Background: an optimization exercise with open tools, aiming at small area, a short achievable clock period and few clock cycles. Do not read the settings as production practice. The RTL of this run was laid out without a check of its function. Power and IR drop assume default switching activity.

File: flow/config.mk
export PLATFORM = sky130hd
export DESIGN_NAME = pscb
export DESIGN_NICKNAME = pscb
export VERILOG_FILES = /design/flow/design.v
export SDC_FILE = /design/flow/constraint.sdc
export NUM_CORES = 4
export LEC_CHECK = 0
export CAP_MARGIN = 20
export CORE_MARGIN = 2
export CORE_UTILIZATION = 40
export SLEW_MARGIN = 20
File: flow/constraint.sdc
create_clock -name core_clock -period 8.0 [get_ports {clk}]
set_input_delay 1.6000 -clock core_clock [delete_from_list [all_inputs] [get_ports {clk}]]
set_output_delay 1.6000 -clock core_clock [all_outputs]
set_load 0.01 [all_outputs]
File: flow/design.v
module pscb (
    input  wire        clk,
    input  wire        rst,           
    input  wire        req_valid,
    output wire        req_ready,
    input  wire        req_write,
    input  wire [2:0]  req_addr,      
    input  wire [31:0] req_wdata,
    output reg         rsp_valid,
    output reg  [31:0] rsp_rdata,
    output reg         pk_valid,
    output reg  [7:0]  pk_data,
    output reg         up_valid,
    output reg  [7:0]  up_data
);
    localparam [1:0] MODE_IDLE   = 2'd0;
    localparam [1:0] MODE_WRITER = 2'd1;
    localparam [1:0] MODE_READER = 2'd2;
    localparam [3:0] F_NONE        = 4'd0;
    localparam [3:0] F_ILLEGAL_CMD = 4'd1;
    localparam [3:0] F_BS_MODE     = 4'd2;
    localparam [3:0] F_BS_OOB      = 4'd3;
    localparam [3:0] F_BS_OVERFLOW = 4'd4;
    localparam [3:0] F_UP_DOMAIN   = 4'd5;
    localparam [7:0] OP_PKPUSH  = 8'h10;
    localparam [7:0] OP_PKFLUSH = 8'h11;
    localparam [7:0] OP_UPPUSH  = 8'h12;
    localparam [7:0] OP_UPEND   = 8'h13;
    localparam [7:0] OP_WROPEN  = 8'h20;
    localparam [7:0] OP_RDOPEN  = 8'h21;
    localparam [7:0] OP_RD      = 8'h24;
    localparam [7:0] OP_WR      = 8'h25;
    localparam [7:0] OP_SKIP    = 8'h26;
    localparam [7:0] OP_ALIGN   = 8'h27;
    localparam [7:0] OP_BIASD   = 8'h30;
    localparam [7:0] OP_BIASE   = 8'h31;
    localparam [7:0] OP_ENUMD   = 8'h32;
    localparam [7:0] OP_ENUME   = 8'h33;
    reg [31:0] acc;
    reg [8:0]  len;             
    reg [11:0] off;             
    reg [1:0]  mode;
    reg [3:0]  fault;
    reg [7:0]  pk_buf [0:6];
    reg [2:0]  pk_k;
    reg [6:0]  up_msb;
    reg [2:0]  up_j;
    reg        q_v;             
    reg        q_w;
    reg [2:0]  q_a;
    reg [31:0] q_d;
    reg [2:0]  ph;              
    reg [3:0]  sw;              
    reg [63:0] win;             
    reg [1:0]  wv;              
    reg        pend;            
    reg [5:0]  pidx;            
    reg [2:0]  em_i;            
    reg [2:0]  em_n;            
    reg [31:0] ring [0:63];     
    wire        halted = (fault != F_NONE);
    wire        q_cmd  = q_v && q_w && (q_a == 3'd0);
    wire        q_rd   = q_v && !q_w;
    wire [7:0]  op     = q_d[15:8];
    wire [7:0]  arg    = q_d[7:0];
    wire        hi_set = (q_d[31:16] != 16'd0);
    wire [12:0] off_plus_n = {1'b0, off} + {5'd0, arg};
    wire        past_len   = (off_plus_n > {1'b0, len, 3'b000});
    wire        past_cap   = (off_plus_n > 13'd2048);
    reg illegal;
    always @(*) begin
        case (op)
            OP_PKPUSH, OP_UPPUSH, OP_SKIP:                     illegal = 1'b0;
            OP_PKFLUSH, OP_UPEND, OP_WROPEN, OP_RDOPEN,
            OP_ALIGN, OP_BIASD, OP_BIASE:                      illegal = (arg != 8'd0);
            OP_RD, OP_WR:                                      illegal = (arg > 8'd32);
            OP_ENUMD, OP_ENUME:                                illegal = (arg > 8'd9);
            default:                                           illegal = 1'b1;
        endcase
        if (hi_set)
            illegal = 1'b1;
    end
    reg [3:0] cmd_fault;
    always @(*) begin
        cmd_fault = F_NONE;
        if (illegal)
            cmd_fault = F_ILLEGAL_CMD;
        else begin
            case (op)
                OP_RDOPEN, OP_ALIGN:
                    if (mode == MODE_IDLE) cmd_fault = F_BS_MODE;
                OP_RD:
                    if (mode != MODE_READER) cmd_fault = F_BS_MODE;
                    else if (past_len)       cmd_fault = F_BS_OOB;
                OP_WR:
                    if (mode != MODE_WRITER) cmd_fault = F_BS_MODE;
                    else if (past_cap)       cmd_fault = F_BS_OVERFLOW;
                OP_SKIP:
                    if (mode == MODE_IDLE)                      cmd_fault = F_BS_MODE;
                    else if (mode == MODE_READER && past_len)   cmd_fault = F_BS_OOB;
                    else if (mode == MODE_WRITER && past_cap)   cmd_fault = F_BS_OVERFLOW;
                OP_UPPUSH:
                    if (arg[7]) cmd_fault = F_UP_DOMAIN;
                default: ;
            endcase
        end
    end
    wire do_cmd = q_cmd && !halted;                  
    wire ok_cmd = do_cmd && (cmd_fault == F_NONE);   
    wire [6:0]  cw      = off[11:5];                 
    wire [6:0]  cw1     = cw + 7'd1;
    wire [11:0] off_aln = (off + 12'd7) & ~12'd7;
    wire        is_move = (op == OP_RD) || (op == OP_WR) || (op == OP_SKIP);
    wire [11:0] off_mv  = (op == OP_ALIGN) ? off_aln : off_plus_n[11:0];
    wire        mover   = is_move || (op == OP_ALIGN);
    wire [6:0]  cw_new  = off_mv[11:5];
    wire        xing   = mover && (cw_new != cw);
    wire        xing1  = (cw_new == cw1);
    wire [5:0]  low_end = {1'b0, off[4:0]} + arg[5:0];
    wire        span    = (low_end > 6'd32);         
    wire [5:0]  e_end = off[5:0] + arg[5:0] - 6'd1;
    reg [31:0] therm;
    integer t;
    always @(*) begin
        for (t = 0; t < 32; t = t + 1)
            therm[t] = (t < arg[5:0]);
    end
    wire [63:0] rot_in = (mode == MODE_READER) ? win : {32'd0, acc & therm};
    wire [63:0] rot_rev;
    genvar g;
    generate
        for (g = 0; g < 64; g = g + 1) begin : g_rev
            assign rot_rev[g] = rot_in[63 - g];
        end
    endgenerate
    wire [5:0]  rs = ~e_end;
    wire [63:0] r0 = rs[0] ? {rot_rev[0],    rot_rev[63:1]}  : rot_rev;
    wire [63:0] r1 = rs[1] ? {r0[1:0],       r0[63:2]}       : r0;
    wire [63:0] r2 = rs[2] ? {r1[3:0],       r1[63:4]}       : r1;
    wire [63:0] r3 = rs[3] ? {r2[7:0],       r2[63:8]}       : r2;
    wire [63:0] r4 = rs[4] ? {r3[15:0],      r3[63:16]}      : r3;
    wire [63:0] rot = rs[5] ? {r4[31:0],     r4[63:32]}      : r4;
    wire [31:0] rd_field = rot[31:0] & therm;
    wire [31:0] port_out [0:7];
    generate
        for (g = 0; g < 8; g = g + 1) begin : g_port
            assign port_out[g] = ring[56 + g];
        end
    endgenerate
    wire        commit = pend && (sw == 4'd0) && (pidx[5:3] == ph);
    wire [31:0] cdata  = pidx[0] ? win[63:32] : win[31:0];
    wire em_busy = (em_i != em_n);
    wire [2:0] em_left = em_n - em_i;
    wire pk_trig = ((op == OP_PKPUSH) && (pk_k == 3'd6)) || ((op == OP_PKFLUSH) && (pk_k != 3'd0));
    wire rd_need = (op == OP_RD) && (arg != 8'd0) &&
                   (!wv[cw[0]] || (span && !wv[~cw[0]]));
    wire wr_need = (mode == MODE_WRITER) && pend &&
                   ((mover && xing) || ((op == OP_WR) && (arg != 8'd0) && (cw[0] == pidx[0])) ||
                    (op == OP_RDOPEN));
    wire stall_cmd = ok_cmd && ((pk_trig && em_busy) || rd_need || wr_need);
    wire stall_rd  = q_rd && (em_left > 3'd1);
    wire stall     = stall_cmd || stall_rd;
    wire go        = q_v && !stall;
    wire ex        = go && ok_cmd;                   
    assign req_ready = !q_v || !stall;
    wire [31:0] biasd_val = acc - 32'd64;
    reg [31:0] biase_val;
    always @(*) begin
        if ($signed(acc) < -32'sd64)
            biase_val = 32'd0;
        else if ($signed(acc) > 32'sd63)
            biase_val = 32'd127;
        else
            biase_val = acc + 32'd64;
    end
    reg [3:0] enum_size;
    always @(*) begin
        case (arg[3:0])
            4'd0: enum_size = 4'd3;
            4'd1: enum_size = 4'd3;
            4'd2: enum_size = 4'd8;
            4'd3: enum_size = 4'd3;
            4'd4: enum_size = 4'd4;
            4'd5: enum_size = 4'd4;
            4'd6: enum_size = 4'd4;
            4'd7: enum_size = 4'd6;
            4'd8: enum_size = 4'd8;
            default: enum_size = 4'd8;
        endcase
    end
    wire [31:0] enum_val = (acc < {28'd0, enum_size}) ? acc : 32'd0;
    wire [11:0] wr_bytes = (off + 12'd7) >> 3;
    reg [31:0] rd_val;
    always @(*) begin
        case (q_a)
            3'd1: rd_val = acc;
            3'd2: rd_val = {24'd0, fault, 2'b00, mode};
            3'd3: rd_val = {20'd0, off};
            3'd4: rd_val = (mode == MODE_READER) ? {23'd0, len} :
                           (mode == MODE_WRITER) ? {20'd0, wr_bytes} : 32'd0;
            3'd5: rd_val = {17'd0, up_msb, 1'b0, up_j, 1'b0, pk_k};
            default: rd_val = 32'd0;
        endcase
    end
    reg [6:0] msb_byte;
    integer i;
    always @(*) begin
        for (i = 0; i < 6; i = i + 1)
            msb_byte[i] = (i < pk_k) && pk_buf[i][7];
        msb_byte[6] = (op == OP_PKPUSH) && arg[7];
    end
    always @(posedge clk) begin
        if (ex && op == OP_PKPUSH)
            pk_buf[pk_k] <= arg;
    end
    integer r, j;
    always @(posedge clk) begin
        for (r = 0; r < 8; r = r + 1) begin
            for (j = 7; j > 0; j = j - 1)
                ring[r + 8 * j] <= ring[r + 8 * (j - 1)];
            if (sw != 4'd0)
                ring[r] <= 32'd0;
            else if (commit && pidx[2:0] == r)
                ring[r] <= cdata;
            else
                ring[r] <= port_out[r];
        end
    end
    wire [6:0] fw0 = cw[0] ? cw1 : cw;               
    wire [6:0] fw1 = cw[0] ? cw : cw1;               
    wire       no_fetch = ex && (xing || op == OP_RDOPEN || op == OP_WROPEN);
    wire       fetch0 = (mode == MODE_READER) && !wv[0] && !(pend && !pidx[0]) && (sw == 4'd0) &&
                        !fw0[6] && (fw0[5:3] == ph) && !no_fetch;
    wire       fetch1 = (mode == MODE_READER) && !wv[1] && !(pend && pidx[0]) && (sw == 4'd0) &&
                        !fw1[6] && (fw1[5:3] == ph) && !no_fetch;
    always @(posedge clk) begin
        if (ex && op == OP_WROPEN)
            win <= 64'd0;
        else begin
            if (fetch0)
                win[31:0] <= port_out[{fw0[2:1], 1'b0}];
            else if (commit && !pidx[0])
                win[31:0] <= 32'd0;
            else if (ex && op == OP_WR)
                win[31:0] <= win[31:0] | rot[31:0];
            if (fetch1)
                win[63:32] <= port_out[{fw1[2:1], 1'b1}];
            else if (commit && pidx[0])
                win[63:32] <= 32'd0;
            else if (ex && op == OP_WR)
                win[63:32] <= win[63:32] | rot[63:32];
        end
    end
    always @(posedge clk) begin
        if (rst) begin
            q_v       <= 1'b0;
            acc       <= 32'd0;
            len       <= 9'd0;
            off       <= 12'd0;
            mode      <= MODE_IDLE;
            fault     <= F_NONE;
            pk_k      <= 3'd0;
            up_msb    <= 7'd0;
            up_j      <= 3'd0;
            ph        <= 3'd0;
            sw        <= 4'd0;
            wv        <= 2'b00;
            pend      <= 1'b0;
            em_i      <= 3'd0;
            em_n      <= 3'd0;
            rsp_valid <= 1'b0;
            pk_valid  <= 1'b0;
            up_valid  <= 1'b0;
        end else begin
            ph        <= ph + 3'd1;
            rsp_valid <= 1'b0;
            pk_valid  <= 1'b0;
            up_valid  <= 1'b0;
            if (req_valid && req_ready) begin
                q_v <= 1'b1;
                q_w <= req_write;
                q_a <= req_addr;
                q_d <= req_wdata;
            end else if (go)
                q_v <= 1'b0;
            if (sw != 4'd0)
                sw <= sw - 4'd1;
            if (commit)
                pend <= 1'b0;
            if (fetch0)
                wv[0] <= 1'b1;
            if (fetch1)
                wv[1] <= 1'b1;
            if (em_busy) begin
                pk_valid <= 1'b1;
                pk_data  <= {1'b0, pk_buf[em_i][6:0]};
                em_i     <= em_i + 3'd1;
            end
            if (go && !q_w) begin
                rsp_valid <= 1'b1;
                rsp_rdata <= rd_val;
            end
            if (go && q_w && q_a == 3'd1 && !halted)
                acc <= q_d;
            if (go && do_cmd && cmd_fault != F_NONE)
                fault <= cmd_fault;
            if (ex) begin
                case (op)
                OP_PKPUSH: begin
                    if (pk_k == 3'd6) begin
                        pk_valid <= 1'b1;
                        pk_data  <= {1'b0, msb_byte};
                        em_i     <= 3'd0;
                        em_n     <= 3'd7;
                        pk_k     <= 3'd0;
                    end else
                        pk_k <= pk_k + 3'd1;
                end
                OP_PKFLUSH: begin
                    if (pk_k != 3'd0) begin
                        pk_valid <= 1'b1;
                        pk_data  <= {1'b0, msb_byte};
                        em_i     <= 3'd0;
                        em_n     <= pk_k;
                        pk_k     <= 3'd0;
                    end
                end
                OP_UPPUSH: begin
                    if (up_j == 3'd0) begin
                        up_msb <= arg[6:0];
                        up_j   <= 3'd1;
                    end else begin
                        up_valid <= 1'b1;
                        up_data  <= {up_msb[up_j - 3'd1], arg[6:0]};
                        up_j     <= up_j + 3'd1;
                    end
                end
                OP_UPEND:
                    up_j <= 3'd0;
                OP_WROPEN: begin
                    len  <= 9'd0;
                    off  <= 12'd0;
                    mode <= MODE_WRITER;
                    sw   <= 4'd8;
                    pend <= 1'b0;
                    wv   <= 2'b00;
                end
                OP_RDOPEN: begin
                    if (mode == MODE_WRITER) begin
                        len <= wr_bytes[8:0];
                        if (!cw[6]) begin
                            pend <= 1'b1;
                            pidx <= cw[5:0];
                        end
                    end
                    off  <= 12'd0;
                    mode <= MODE_READER;
                    wv   <= 2'b00;
                end
                OP_RD, OP_WR, OP_SKIP, OP_ALIGN: begin
                    off <= off_mv;
                    if (op == OP_RD)
                        acc <= rd_field;
                    if (xing) begin
                        if (mode == MODE_WRITER) begin
                            pend <= 1'b1;
                            pidx <= cw[5:0];
                        end else if (xing1)
                            wv[cw[0]] <= 1'b0;
                        else
                            wv <= 2'b00;
                    end
                end
                OP_BIASD:
                    acc <= biasd_val;
                OP_BIASE:
                    acc <= biase_val;
                OP_ENUMD, OP_ENUME:
                    acc <= enum_val;
                default: ;
                endcase
            end
        end
    end
endmodule
File: flow/run.sh
#!/bin/bash
# synth_recipe.tcl (not shown) runs the flow's synth.tcl, then flattens the netlist and writes it again
# the make line also repeats each setting of config.mk as NAME=value (left out here)
make -C /OpenROAD-flow-scripts/flow DESIGN_CONFIG=/design/flow/config.mk WORK_HOME=/design/flow/orfs CLKGATE_MAP_FILE= SYNTH_SCRIPT=/design/flow/synth_recipe.tcl finish
==> run summary <==
## cell families after synthesis
family,Yosys count,share of synthesized area
compound gates,1143,0.115
xor+xnor,60,0.00768
fa+ha+maj,43,0.00799
buf+inv,425,0.0238
flops,2359,0.694
mux,280,0.0637
simple gates,1296,0.0873
## sequential cells by signal, indices dropped and copies added, names as in the netlist, 4 cells and up
name	count
sw	4
q_d	32
off	12
up_msb	7
ring	2048
acc	32
len	9
pk_data	8
rsp_rdata	32
win	64
up_data	8
enum_size	4
pk_buf	62
pidx	6
## what timing repair did
item	4_1_cts	5_1_grt
endpoints found under the setup margin	1	1
gates cloned	0	0
resized for setup	1	4
buffers inserted	0	2
## cell usage after synthesis (28+ instances only)
cell          n  area (um^2)
and2_1       42          263
o211a_1      31          310
o21ai_1      41          205
or3_1        28          175
o31ai_1      31          233
mux2_2       33          372
ha_1         40          500
o21ai_0     112          561
a21oi_1     195          976
buf_2        47          235
edfxtp_1    152         4560
nand3_1      73          365
nand4_1      37          231
mux2i_1     117         1170
o22ai_1      29          181
mux4_2      130         2930
xnor2_1      35          307
clkbuf_1    268         1010
dfxtp_1    2207        44200
inv_1        72          270
a211oi_1    311         2330
nand2_1     292         1100
nor3_1      130          651
a2bb2oi_1    29          254
a31oi_1      42          263
buf_1        31          116
o211ai_1     36          270
a21o_1       29          218
nor2_1      501         1880
## layout make-up
class / instances / area, um^2 / area share
multi-input cells: 2822 / 20100 / 0.247
clock buffers: 282 / 5940 / 0.0731
clock inverters: 114 / 1580 / 0.0194
repair buffers: 189 / 1670 / 0.0206
well taps: 2325 / 2910 / 0.0358
inverters: 77 / 289 / 0.00356
flip-flops and latches: 2359 / 48800 / 0.600
## report_power, final
group	internal [mW]	switching (mW)	leakage, nW
Clock	6.10	4.44	3.68
Sequential	11.9	0.0622	19.2
Combinational	0.550	1.38	6.99
## worst paths after layout
check,cells after the start,to,startpoint
worst max-delay path,18,req_ready,q_d[0]
worst max register to register,19,win[26],q_d[0]
worst min-delay path,0,ring[49][30],ring[41][30]
worst min register to register,0,ring[49][30],ring[41][30]
## per-stage QoR
stage               cells  hold slack [ns]  instance area, um^2  power (mW)  utilization
floorplan            5606            0.310                70200        13.4            -
global placement     7769            0.310                73600        14.1        0.423
detailed placement   7770            0.312                73600        14.1        0.423
CTS                  8166            0.272                81200        24.6        0.466
global route         8168            0.274                81200        25.3        0.466
finish               8168            0.271                81200        24.5        0.466
## layer usage
layer | share of wire | global-route usage
met1 | 0.46 | 0.295
met2 | 0.43 | 0.308
met3 | 0.067 | 0.0379
met4 | 0.038 | 0.0824
met5 | 0.00020 | 0
==> summary.txt <==
Element type at the critical path end = output port
Clock sinks = 2359
Dpl ws = 0.775 ns
FILL cells = 15563
WL final = 187000 um
CTS buffer count = 209
Peak supply drop = 0.267 mV
Syn Inst Count = 5606
Crit path largest cell delay = 0.54 ns
Reg clk slew, reported paths = 0.06 ns
Worst slew pin tran = 1.30 ns
Nets = 5740
Req. time, crit path = 6.40 ns
Worst Path Arrival = 6.02 ns
Setup_tns = 0 ns
Critical-path maximum fanout = 6
FF-to-FF setup slack = 1.64 ns
Mapped Nets = 5688
Routed WL per cell = 22.9 um
Input/output buffers = 90
CP max stage cell = or4_4
Period utilisation layout = 0.952
Post-DP HPWL = 126000 um
Main flop type after synthesis = dfxtp_1
Post-synthesis average cell area = 12.5 um^2
DRC errors left = 0
Initial antenna violation count = 3
Power Density = 301 nW/um^2
Vias = 43530
Overflow after GRT = 0
CTS tree = yes
Layout area overhead = 15.7%
FMAX = 131 MHz
Largest net degree at the start of global routing = 81
Global-route wire length before repair = 279000 um
Kind of critical path = register to output port
Post-synth EDFFs = 152
Most frequent cells in the layout = dfxtp_1 (2204), nor2_1 (497), a211oi_1 (310)
Diode count = 0
Lkg Pwr = 29.8 nW
Hold buffers post-CTS = 0
Clock Root Buffer = clkbuf_16
Routed Antenna Nets = 0
Register area share after synthesis = 0.694
Die width = 423 um
Post-synthesis register bit count = 2359
H-tree depth = 4
Max-Cap Viols = 0
Die Y = 423 um
Setup violators final = 0
Initial DRT Pass Iterations = 8
Rows = 153
Initial Util = 0.403
Max Slew Vio Count = 0
Total track usage = 0.206
Rel. slew slack = 0.131
Via density = 5.33
CP cell instances = ha_1, fa_1, a211o_1, o2111ai_1, and2_2, xnor2_1, inv_1, ha_1, nand4_1, or4_4, a31oi_2, o21ai_2, nor4_4, buf_4, nand2_1, o21ai_4, inv_1, clkdlybuf4s50_1
Vias in the first global route = 42040
Ratio of cells with drive above 1 in the final layout = 0.120
Die area = 179000 um^2
Ys Warns = 2
WP buf/inv = 4
CP startpoint kind = register
Post-layout min period = 7.62 ns
Initial DRC Count = 4090
Commonest non-fill, non-tap cell in the layout = dfxtp_1
Post-route setup slack = 0.382 ns
Yosys cell types = 101
CTS Buffer Depth = 3
CORE AREA = 174000 um^2
Worst skew pair latency = 0.88 ns
Final Skew = 0.0804 ns
Async S/R FF share, synth = 0
# IOs = 91
Status = finished clean
Delay-heaviest family, CP = compound AO/OA/AOI/OAI gates
Final hold vios = 0
Post-synthesis cell area = 70200 um^2
Hold WC Path Type = register to register
Gp weighted congestion = 1.01

-- separate check: timing with driven ports --
How much do the figures lean on ideal ports? The routed layout below was timed once more, with nothing changed but the port constraints. Step 1 (the two cells are an assumption about what drives the block):
set clk [get_ports {clk}]
set_driving_cell -lib_cell sky130_fd_sc_hd__clkbuf_16 $clk
set_driving_cell -lib_cell sky130_fd_sc_hd__buf_2 [delete_from_list [all_inputs] $clk]
Step 2 adds t to the input delays and takes it off the output delays; t is the mean of the earliest and latest rising clock arrival at the registers after step 1. Input paths then give back, and output paths get back, about the clock's delay inside the block. a / b / c = ideal / step 1 / step 2; a / b = the first two.
t, ns: 0.910
slack for setup (ns): 0.382 / 0.304 / 1.215
hold WS [ns]: 0.271 / 0.271 / 0.271
clock arrival spread, ns: 0.089 / 0.089
worst data-port slew with drivers (ns): 0.05
After both steps this run still meets setup and hold. For this run, drivers alone change the setup slack by -0.078 ns; drivers and shift together by +0.833 ns.
